Background: an optimization exercise with open tools, aiming at small area. Do not read the settings as production practice.
Only simulation tests tie the RTL to the original design; equivalence was not proved.
Power figures rest on the tool's default switching activity, not on a simulated workload.

==> exp/raven: inputs <==
==> flow/design.v (excerpt) <==
module lima_vm (
    input  wire        clk,
    input  wire        rst,           
    input  wire [15:0] entry,         
    output reg         mem_valid,
    output reg         mem_we,
    output wire [15:0] mem_addr,
    output wire [31:0] mem_wdata,
    input  wire        mem_ready,
    input  wire [31:0] mem_rdata,
    output wire        in_req,
    output wire        in_float,
    input  wire        in_valid,
    input  wire        in_fail,
    input  wire [31:0] in_data,
    output wire        out_valid,
    output wire        out_float,
    output wire [31:0] out_data,
    input  wire        out_ready,
    output wire        halted,
    output wire [2:0]  err_code,
    output wire [15:0] ip,
    output wire [3:0]  flags,         
    output wire [31:0] r0,
    output wire [31:0] r1
);
==> flow/config.mk <==
export PLATFORM = sky130hd
export DESIGN_NAME = lima_vm
export DESIGN_NICKNAME = lima_vm
export VERILOG_FILES = /design/flow/design.v
export SDC_FILE = /design/flow/constraint.sdc
export NUM_CORES = 4
export LEC_CHECK = 0
export ABC_AREA = 1
export CAP_MARGIN = 20
export CORE_MARGIN = 2
export CORE_UTILIZATION = 30
export CTS_BUF_LIST = sky130_fd_sc_hd__clkbuf_8
export PLACE_DENSITY = 0.55
export SLEW_MARGIN = 20
==> flow/constraint.sdc <==
create_clock -name core_clock -period 22.0 [get_ports {clk}]
set_input_delay 4.4000 -clock core_clock [delete_from_list [all_inputs] [get_ports {clk}]]
set_output_delay 4.4000 -clock core_clock [all_outputs]
set_load 0.01 [all_outputs]
standard.sh (not shown) runs the stock make flow with config.mk's settings and CLKGATE_MAP_FILE= SYNTH_SCRIPT=/design/flow/synth_recipe.tcl, a recipe that flattens the netlist after the stock synthesis.
==> flow/flow/run.sh <==
#!/bin/bash
# The standard layout, with the smallest buffer cell on the port buffers
# (every input and output port still gets its own buffer).
set -euo pipefail
cd "$(dirname "$0")/.."
export BUFFER_PORTS_ARGS="-buffer_cell sky130_fd_sc_hd__buf_1"
bash standard.sh > standard.log 2>&1
==> exp/ember: changes against exp/raven <==
==> flow/run.sh (new file) <==
#!/bin/bash
# synth_recipe.tcl (not shown) runs the flow's synth.tcl, then flattens the netlist and writes it again
# the make line also repeats each setting of config.mk as NAME=value (left out here)
make -C /OpenROAD-flow-scripts/flow DESIGN_CONFIG=/design/flow/config.mk WORK_HOME=/design/flow/orfs CLKGATE_MAP_FILE= SYNTH_SCRIPT=/design/flow/synth_recipe.tcl finish
- CTS_BUF_LIST: sky130_fd_sc_hd__clkbuf_8 -> not set
removed: flow/flow/run.sh
removed: flow/standard.sh
==> summary.txt <==
quantity                                                                    exp/ember   exp/raven
Reg2reg path depth                                                                 53          56
Via count of the first global-routing pass                                      15100       14500
H-tree depth reported by CTS                                                        1           2
Total internal power                                                          1.32 mW     1.08 mW
Fin crit period                                                              21.28 ns    21.13 ns
Met1 Use GR                                                                     0.367       0.339
Routed wl met2                                                                29.5 mm     28.4 mm
FILL cells                                                                       5193        5519
Worst reg2reg setup slack                                                     2.67 ns     2.41 ns
WP data required                                                             22.25 ns    22.46 ns
DR WL met3                                                                    5.26 mm     5.20 mm
Total half-perimeter wirelength after legalization and detailed placement     52.1 mm     50.3 mm
Finished Core Util                                                              0.386       0.350
Area overhead of the layout relative to synthesis                               27.2%       15.3%
Final worst path period share                                                   0.967       0.960
Net total in the final layout                                                    2422        2431
Clock Skews                                                                 0.0202 ns   0.0350 ns
Layout buffer count excluding clock buffers                                       291         286
Highest clock rate                                                           47.0 MHz    47.3 MHz
Fraction of standard cell area that is sequential                               0.288       0.318
Wire length of the first global-routing pass                                  99.3 mm     94.4 mm
Initial antenna violation count                                                     2           1
Number of clock buffers inserted by TritonCTS                                      27          41
Result of the run                                            timing/DRC/antenna clean  timing/DRC/antenna clean
Comb pwr                                                                      1.27 mW     1.07 mW
Total Wirelength                                                              67.0 mm     64.6 mm

---

==> inputs of run a <==
lima_vm, a different RTL version from the one above (not shown whole).
export LEC_CHECK = 0
export CAP_MARGIN = 20
export CORE_MARGIN = 2
export CORE_UTILIZATION = 30
export PLACE_DENSITY = 0.55
export SLEW_MARGIN = 20
create_clock -name core_clock -period 22.0 [get_ports {clk}]
run.sh (not shown) runs the stock make flow with config.mk's settings and CLKGATE_MAP_FILE= SYNTH_SCRIPT=/design/flow/synth_recipe.tcl, a recipe that flattens the netlist after the stock synthesis.
Stock flow here: none of the scripts above is used.
==> run b (differences from run a) <==
Settings changed: ABC_AREA set to 1.
==> qor summary <==
quantity                                                                                   run b                     run a
Run status                                                              timing/DRC/antenna clean  timing/DRC/antenna clean
Met3 WL post-DR                                                                          7320 um                   6670 um
Slew HR                                                                                    26.6%                     34.2%
Tapcell Cnt                                                                                  773                       782
Crit-path slowest cell                                                   sky130_fd_sc_hd__nor2_2  sky130_fd_sc_hd__o221a_1
Fraction of final layout cells sized beyond drive strength 1                               4.68%                     8.00%
Share of the synthesized area in compound gates (AO/OA/AOI/OAI)                            21.6%                     28.4%
Sw Ratio                                                                                   46.7%                     47.7%
Number of distinct standard cells referenced by the synthesized netlist                       60                        98
Total nets after synthesis                                                                  2783                      2414
Pre-CTS setup slack                                                                     10.92 ns                  10.66 ns
Share of power burned in the clock network                                                 19.6%                     15.7%
Inverter count                                                                               346                        49
Static leakage                                                                           9.76 nW                   8.11 nW
Clock-cell share of area                                                                   4.47%                     4.20%
Number of diodes added for antenna fixing                                                      0                         3
Core footprint                                                                        0.0590 mm2                0.0605 mm2
Effective utilization at floorplan                                                         30.4%                     30.4%
Signal buffers share of area                                                               12.7%                     13.0%
Sequential logic power                                                                  0.595 mW                  0.695 mW
Global routing usage on met3                                                               4.15%                     4.42%

-- re-timing with driven ports --
The results above use ideal ports. As a check the final layouts listed here were re-extracted and re-timed, cells and wires unchanged. Step 1, drivers: a clkbuf_16 drives clk and a buf_2 each remaining input, both assumed. Step 2 times the ports against the registers' clock, not the clock port: input delays grow and output delays shrink by t, the midpoint of the rising clock arrivals with the driver on. Three values: ideal, step 1, step 2; two values: the first two.
run	t (ns)	setup slack, ns	worst register clock-pin slew, ns
exp/raven	0.669	0.870 / 0.863 / 0.194	0.07 / 0.07
exp/ember	0.621	0.720 / 0.720 / 0.099	0.07 / 0.07
run a	0.633	9.950 / 9.892 / 10.524	0.06 / 0.06
run b	0.631	10.232 / 10.176 / 10.807	0.07 / 0.07
After both steps setup and hold are still met in every run listed. The setup slack of exp/raven, which loses most, moves by -0.007 ns with the drivers and by -0.676 ns with both steps.
